What follows belongs to an exercise in optimizing a design on an open flow for small area, a short achievable clock period and few clock cycles per item; a production flow would make more cautious choices.
Only the layout flow was run in this run; the RTL was not checked for function there.
Power is estimated from default activity; no workload was simulated.

### flow/design.v
module fpalu_add (
    input  wire [31:0] a,
    input  wire [31:0] b,
    output reg  [31:0] y
);
    localparam [31:0] SENT = 32'hFFFFFFFF;
    wire a_special = (a == SENT) || (a[30:0] == 31'h7F800000);
    wire b_special = (b == SENT) || (b[30:0] == 31'h7F800000);
    wire a_zero    = (a[30:0] == 31'd0);
    wire b_zero    = (b[30:0] == 31'd0);
    wire        sa = a[31];
    wire        sb = b[31];
    wire [7:0]  ea = a[30:23];
    wire [7:0]  eb = b[30:23];
    wire [23:0] ma = {1'b1, a[22:0]};
    wire [23:0] mb = {1'b1, b[22:0]};
    wire        swap = (ea < eb);
    wire        s_big   = swap ? sb : sa;
    wire [7:0]  e_big   = swap ? eb : ea;
    wire [23:0] m_big   = swap ? mb : ma;
    wire        s_small = swap ? sa : sb;
    wire [7:0]  e_small = swap ? ea : eb;
    wire [23:0] m_small = swap ? ma : mb;
    wire [7:0]  diff  = e_big - e_small;
    wire [4:0]  shamt = (diff > 8'd31) ? 5'd31 : diff[4:0];
    wire [55:0] shifted = {m_small, 4'b0000, 28'd0} >> shamt;
    wire [27:0] x_big   = {m_big, 4'b0000};
    wire [27:0] x_small = {shifted[55:29], shifted[28] | (|shifted[27:0])};
    reg  [28:0] x_sum;
    reg         s_res;
    always @(*) begin
        if (s_big == s_small) begin
            x_sum = {1'b0, x_big} + {1'b0, x_small};
            s_res = s_big;
        end else if (x_big >= x_small) begin
            x_sum = {1'b0, x_big} - {1'b0, x_small};
            s_res = s_big;
        end else begin
            x_sum = {1'b0, x_small} - {1'b0, x_big};
            s_res = s_small;
        end
    end
    reg [4:0] lz;
    integer i;
    always @(*) begin
        lz = 5'd28;
        for (i = 0; i <= 27; i = i + 1)
            if (x_sum[i])
                lz = 5'd27 - i[4:0];
    end
    reg  [27:0] x_norm;
    reg  signed [9:0] e_norm;
    always @(*) begin
        if (x_sum[28]) begin
            x_norm = {x_sum[28:2], x_sum[1] | x_sum[0]};
            e_norm = $signed({2'b00, e_big}) + 10'sd1;
        end else begin
            x_norm = x_sum[27:0] << lz;
            e_norm = $signed({2'b00, e_big}) - $signed({5'd0, lz});
        end
    end
    wire [23:0] m_trunc  = x_norm[27:4];
    wire [3:0]  tail     = x_norm[3:0];
    wire        round_up = (tail > 4'b1000) || (tail == 4'b1000 && s_res);
    wire [24:0] m_round  = {1'b0, m_trunc} + {24'd0, round_up};
    wire        carry    = m_round[24];
    wire signed [9:0] e_final = e_norm + (carry ? 10'sd1 : 10'sd0);
    wire [22:0] frac_final = carry ? 23'd0 : m_round[22:0];
    wire range_bad = (e_norm < 10'sd1) || (e_norm > 10'sd254) || (e_final > 10'sd254);
    always @(*) begin
        if (a_special || b_special)
            y = SENT;
        else if (a_zero)
            y = b;
        else if (b_zero)
            y = a;
        else if ((a ^ b) == 32'h80000000)
            y = 32'h00000000;
        else if (range_bad)
            y = SENT;
        else
            y = {s_res, e_final[7:0], frac_final};
    end
endmodule
module fpalu_mul (
    input  wire [31:0] a,
    input  wire [31:0] b,
    output reg  [31:0] y
);
    localparam [31:0] SENT = 32'hFFFFFFFF;
    wire a_special = (a == SENT) || (a[30:0] == 31'h7F800000);
    wire b_special = (b == SENT) || (b[30:0] == 31'h7F800000);
    wire a_zero    = (a[30:0] == 31'd0);
    wire b_zero    = (b[30:0] == 31'd0);
    wire        s = a[31] ^ b[31];
    wire [47:0] p = {1'b1, a[22:0]} * {1'b1, b[22:0]};
    wire signed [9:0] e_sum = $signed({2'b00, a[30:23]}) + $signed({2'b00, b[30:23]}) - 10'sd127;
    wire signed [9:0] e     = p[47] ? e_sum + 10'sd1 : e_sum;
    wire [22:0]       frac  = p[47] ? p[46:24] : p[45:23];
    always @(*) begin
        if (a_special || b_special)
            y = SENT;
        else if (a_zero || b_zero)
            y = {s, 31'd0};
        else if (e < 10'sd1 || e > 10'sd254)
            y = SENT;
        else
            y = {s, e[7:0], frac};
    end
endmodule
module fpalu_intround (
    input  wire [31:0] a,
    output reg  [31:0] floor_y,
    output reg  [31:0] ceil_y,
    output reg  [31:0] round_y
);
    wire       s = a[31];
    wire [7:0] e = a[30:23];
    wire is_small = (e < 8'd127);    
    wire is_whole = (e >= 8'd150);   
    wire [4:0]  ip    = e[4:0] - 5'd31;           
    wire [31:0] fmask = {9'd0, 23'h7FFFFF >> ip};
    wire [31:0] trunc    = a & ~fmask;
    wire        has_frac = |(a & fmask);
    wire [31:0] mag_down = is_small ? 32'h00000000 : is_whole ? a : trunc;
    wire [31:0] mag_up   = is_small ? {s, 31'h3F800000} :
                           is_whole ? a :
                           has_frac ? trunc + fmask + 32'd1 : a;
    wire [24:0] sigx = {1'b1, a[22:0], 1'b0};
    wire [7:0]  n    = 8'd150 - e;                
    wire        k1   = sigx[n[4:0]];
    wire        k0   = sigx[n[4:0] - 5'd1];
    wire        near = (e >= 8'd126) && (e <= 8'd149);
    wire        up   = near && ((k1 && k0) || (k1 && !k0 && s));
    always @(*) begin
        floor_y = is_small ? (s ? 32'hBF800000 : 32'h00000000) : mag_down;
        ceil_y  = is_small ? (s ? 32'h00000000 : 32'h3F800000) : mag_up;
        round_y = up ? mag_up : mag_down;
    end
endmodule
module fpalu_less (
    input  wire [31:0] a,
    input  wire [31:0] b,
    output wire        lt
);
    wire mag_lt = (a[30:0] < b[30:0]);
    wire mag_gt = (a[30:0] > b[30:0]);
    assign lt = (a[31] != b[31]) ? a[31] :
                (a[31] == 1'b0)  ? mag_lt : mag_gt;
endmodule
module fpalu (
    input  wire        clk,
    input  wire        rst,           
    input  wire        in_valid,
    output wire        in_ready,
    input  wire [4:0]  in_op,
    input  wire [31:0] in_a,
    input  wire [31:0] in_b,
    output reg         out_valid,
    output reg  [31:0] out_result
);
    localparam OP_MOVE  = 5'd2;
    localparam OP_FADD  = 5'd3;
    localparam OP_FSUB  = 5'd4;
    localparam OP_FNEG  = 5'd5;
    localparam OP_FMUL  = 5'd6;
    localparam OP_FLOOR = 5'd8;
    localparam OP_CEIL  = 5'd9;
    localparam OP_ROUND = 5'd10;
    localparam OP_FABS  = 5'd11;
    localparam OP_FINV  = 5'd12;
    localparam OP_MIN   = 5'd13;
    localparam OP_MAX   = 5'd14;
    localparam [31:0] SENT = 32'hFFFFFFFF;
    assign in_ready = 1'b1;
    wire [31:0] add_res;
    wire [31:0] mul_res;
    wire [31:0] floor_res;
    wire [31:0] ceil_res;
    wire [31:0] round_res;
    wire        a_less_b;
    wire        b_less_a;
    wire [31:0] add_b = (in_op == OP_FSUB) ? (in_b ^ 32'h80000000) : in_b;
    fpalu_add u_add (
        .a (in_a),
        .b (add_b),
        .y (add_res)
    );
    fpalu_mul u_mul (
        .a (in_a),
        .b (in_b),
        .y (mul_res)
    );
    fpalu_intround u_intround (
        .a         (in_a),
        .floor_y   (floor_res),
        .ceil_y    (ceil_res),
        .round_y   (round_res)
    );
    fpalu_less u_less_ab (.a(in_a), .b(in_b), .lt(a_less_b));
    fpalu_less u_less_ba (.a(in_b), .b(in_a), .lt(b_less_a));
    reg [31:0] result;
    always @(*) begin
        case (in_op)
            OP_MOVE:  result = in_a;
            OP_FADD:  result = add_res;
            OP_FSUB:  result = add_res;
            OP_FNEG:  result = in_a ^ 32'h80000000;
            OP_FMUL:  result = mul_res;
            OP_FLOOR: result = floor_res;
            OP_CEIL:  result = ceil_res;
            OP_ROUND: result = round_res;
            OP_FABS:  result = in_a & 32'h7FFFFFFF;
            OP_FINV:  result = in_a ^ 32'h80000000;
            OP_MIN:   result = b_less_a ? in_b : in_a;
            OP_MAX:   result = a_less_b ? in_b : in_a;
            default:  result = 32'h00000000;
        endcase
    end
    always @(posedge clk) begin
        if (rst) begin
            out_valid  <= 1'b0;
            out_result <= 32'h00000000;
        end else begin
            out_valid <= in_valid;
            if (in_valid)
                out_result <= result;
        end
    end
endmodule
### flow/run.sh
#!/bin/bash
# synth_recipe.tcl (not shown) runs the flow's synth.tcl, then flattens the netlist and writes it again
# the make line also repeats each setting of config.mk as NAME=value (left out here)
make -C /OpenROAD-flow-scripts/flow DESIGN_CONFIG=/design/flow/config.mk WORK_HOME=/design/flow/orfs CLKGATE_MAP_FILE= SYNTH_SCRIPT=/design/flow/synth_recipe.tcl finish
### flow/config.mk
export PLATFORM = sky130hd
export DESIGN_NAME = fpalu
export DESIGN_NICKNAME = fpalu
export VERILOG_FILES = /design/flow/design.v
export SDC_FILE = /design/flow/constraint.sdc
export NUM_CORES = 4
export LEC_CHECK = 0
export CAP_MARGIN = 20
export CORE_MARGIN = 2
export CORE_UTILIZATION = 40
export SLEW_MARGIN = 20
### flow/constraint.sdc
create_clock -name core_clock -period 22.0 [get_ports {clk}]
set_input_delay 4.4000 -clock core_clock [delete_from_list [all_inputs] [get_ports {clk}]]
set_output_delay 4.4000 -clock core_clock [all_outputs]
set_load 0.01 [all_outputs]
==> summary.md <==
| Metric | Value |
|---|---|
| Clock Power Share | 0.014 |
| DRT antenna net count | 0 |
| Final Max Tran Viols | 0 |
| Worst-path fanout max | 32 |
| Core Area | 0.0929 mm² |
| First-pass GRT wire length | 256000 µm |
| Clock latency on the worst-skew pair | 0.31 ns |
| Synth Warn # | 4 |
| Power Internal | 2720 µW |
| Routed WL per cell | 27.8 µm |
| HP Class | reg2reg |
| Drt first pass iters | 6 |
| CP Capture Type | flop |
| CP peak stage delay | 0.75 ns |
| CP startpoint kind | primary input |
| Detail Placement HPWL | 134000 µm |
| Total congestion overflow | 0 |
| CTS Hold Bufs | 0 |
| Clock sink count | 33 |
| DR vias | 39000 |
| Post-synth cell types | 121 |
| Total wire length | 173000 µm |
| Period minus WS final | 20.98 ns |
| Non-filler cells, final | 6228 |
| Fin crit share | 0.953 |
| Most common cell after layout, fill and taps aside | inv_1 |
| Crit Reg-Reg Startpoint | out_result[11] |
| Min-delay src | out_result[28] |
| Cell area after synthesis | 0.0373 mm² |
| Seq/Total Area, Yosys | 0.0177 |
| Starting density of the core | 0.402 |
| R2R Setup Slk | 20.34 ns |
| Port bufs | 104 |
| Initial antenna violation count | 3 |
| Largest net degree at the start of global routing | 47 |
| Pwr Density | 170 mW/mm² |
| Worst Setup Slack, final | 1.02 ns |
| Die span in y | 309 µm |
| Max Root-Sink Buffers | 2 |
| Clock root cell | clkbuf_16 |
| Fraction of layout cells with a size suffix above 1 | 0.0652 |
| RSZ-0062 raised after global routing | false |
| LEAKAGE | 0.0183 µW |
| Slowest CP cell | clkdlybuf4s50_1 |
| Ys flop type | dfxtp_1 |
| Total track usage | 0.359 |
| RR Endpoint | out_result[11] |
| Final Setup Violations | 0 |
| Avg Inst Size Synth | 7.40 µm² |
| Cells after synthesis | 5045 |
| R2R cell count | 4 |
| Outcome | no timing/DRC/antenna violations |
| Syn Nets | 5929 |
| Setup_tns | 0 ns |
| WHS Path Cells | 2 |
| Cell Rows | 112 |
| Vias per cell | 6.26 |
| Kind of critical path | in2reg |
| Most frequent cells in the layout | 698 x inv_1, 644 x nand2_1, 485 x fa_1 |
| Initial drt markers | 4607 |
| Hold EP | out_result[28] |
| Sequential power share | 0.010 |
| Inserted Clock Buffers | 5 |
| Max Clock Skew | 0 ns |
| Area growth syn-to-layout | 6.59% |
| Remaining DRCs | 0 |
| Power Total | 6770 µW |
| Gate power share | 0.977 |
| CP Data Arrival Time | 21.21 ns |
| Sw Pwr | 4040 µW |
| Max cap viols | 0 |
| Vias in the first global route | 38100 |
| Die W | 309 µm |
| Sw frac | 0.598 |
| CTS H-Tree Depth | 2 |
| Worst slew pin tran | 1.21 ns |
| EDFF count, synth | 0 |
| GP Congestion | 1.05 |
| Worst relative slew slack | 0.186 |
| WP data required | 22.23 ns |
| Final Hold Vio Count | 0 |
| Inst Count DP | 6214 |
| DP Worst Slack | 1.08 ns |
| CTS tree | built |
| Async SR Flop Fraction | 0 |
| Max Freq | 0.0477 GHz |
| IO Pins | 106 |
| Synthesized flop and latch total | 33 |
| Fin nets | 5856 |
| Worst vdd ir | 0.440 mV |
| Clk pin slew, worst setup/hold paths | 0.07 ns |
| Die area | 0.0958 mm² |
-- Yosys cell counts (33+ instances only) --
library cell  number  area, µm²
a21oi_1          337       1690
nor2_1           382       1430
a211oi_1          48        360
o21ai_0          233       1170
dfxtp_1           33        661
clkbuf_1         249        935
o211ai_1          37        278
nand2_1          644       2420
mux2_2            38        428
and2_1           192       1200
inv_1            698       2620
xnor2_1           75        657
a21o_1            69        518
nand4_1           51        319
xor2_1            34        298
mux2i_1           83        831
nand2b_1          41        257
nor4_1            43        269
a31oi_1           56        350
fa_1             485       9710
ha_1             327       4090
o22ai_1           36        225
nor3_1            93        465
nand3_1           91        455
-- worst max-delay path: cells and delay by family --
kind                     cells  cell delay, ns
AO/OA/AOI/OAI               28            6.74
multiplexers                 2            0.53
buffers and inverters        6            2.03
AND/OR/NAND/NOR             17            4.91
XOR/XNOR                     2            0.44
adder cells (fa/ha/maj)      6            2.02
-- cells by family after synthesis --
kind of cell / count (synthesis) / synth area share
AOI/OAI and AO/OA: 1201 / 0.215
DFF: 33 / 0.0177
and+or+nand+nor: 1721 / 0.219
muxes: 144 / 0.0453
xor gates and xnor gates: 110 / 0.0260
buffers and inverters: 1023 / 0.107
other: 1 / 0.000100
adders and majority gates: 812 / 0.370
-- worst max-delay path by stage --
| stage | from | endpoint | slack [ns] | cells past startpoint |
|---|---|---|---|---|
| final | in_a[27] | out_result[3] | 1.02 | 61 |
| after global routing | in_b[29] | out_result[3] | 0.14 | 62 |
| after CTS | in_a[27] | out_result[3] | 1.30 | 63 |
| after detailed placement | in_a[27] | out_result[3] | 1.08 | 63 |
| after global placement | in_a[27] | out_result[3] | 1.22 | 61 |
| after floorplan | in_b[24] | out_result[23] | 5.13 | 63 |
-- per-stage QoR --
| stage | instance area (µm²) | hold slack (ns) | util |
|---|---|---|---|
| global route | 39800 | 0.559 | 0.428 |
| floorplan | 37300 | 0.507 | - |
| CTS | 39700 | 0.520 | 0.428 |
| finish | 39800 | 0.523 | 0.428 |
| global placement | 39600 | 0.504 | 0.426 |
| detailed placement | 39600 | 0.503 | 0.426 |
-- cell type report --
cell class / count / area (µm²)
Clock inverter: 3 / 46.3
Clock buffer: 5 / 125
Sequential cell: 33 / 661
Antenna cell: 1 / 2.50
Inverter: 704 / 2640
Tap cell: 1254 / 1570
Fill cell: 9729 / 53100
Timing Repair Buffer: 239 / 1970
Multi-Input combinational cell: 3989 / 32800
-- state kept, by name (all words and copies together), names as in the netlist --
signal / flops
out_result: 32
out_valid: 1
-- power by group through the flow --
| stage | registers, µW | logic, µW | clock network (µW) |
|---|---|---|---|
| floorplan | 65.4 | 4660 | 0 |
| global placement | 67.2 | 6460 | 0 |
| detailed placement | 67.1 | 6450 | 0 |
| CTS | 65.7 | 6520 | 92.9 |
| global route | 65.6 | 7390 | 94.1 |
| finish | 65.8 | 6610 | 93.1 |
-- timing repair --
action	4_1_cts	5_1_grt
buffers inserted	0	5
endpoints found under the hold margin	0	0
gates resized for setup	0	3
endpoints found under the setup margin	0	5
-- layer usage --
metal | vias up | part of all wire | global-route usage
met5 | - | 0 | 0
met4 | 0 | 0.052 | 0.152
li1 | 16900 | - | -
met3 | 425 | 0.11 | 0.0725
met2 | 2251 | 0.43 | 0.553
met1 | 19400 | 0.41 | 0.489

==> static timing again, ports no longer ideal <==
No port has a modelled driver above. Below, the same layout with a new extraction and two added sets of constraints.
Step 1 assumes that a clkbuf_16 drives the clock port and a buf_2 every other input.
Step 2 adds t to the input delays and takes it off the output delays; t is the mean of the earliest and latest rising clock arrival at the registers after step 1. Input paths then give back, and output paths get back, about the clock's delay inside the block.
a / b / c = ideal ports / drivers / drivers and shift; a / b = the first two.
shift t [ns]: 0.359
setup slack, ns: 1.024 / 1.053 / 0.693
latest minus earliest clock arrival (ns): 0.009 / 0.009
After both steps setup and hold are still met in this run. The setup slack of this run moves by +0.029 ns with the drivers and by -0.331 ns with both steps.
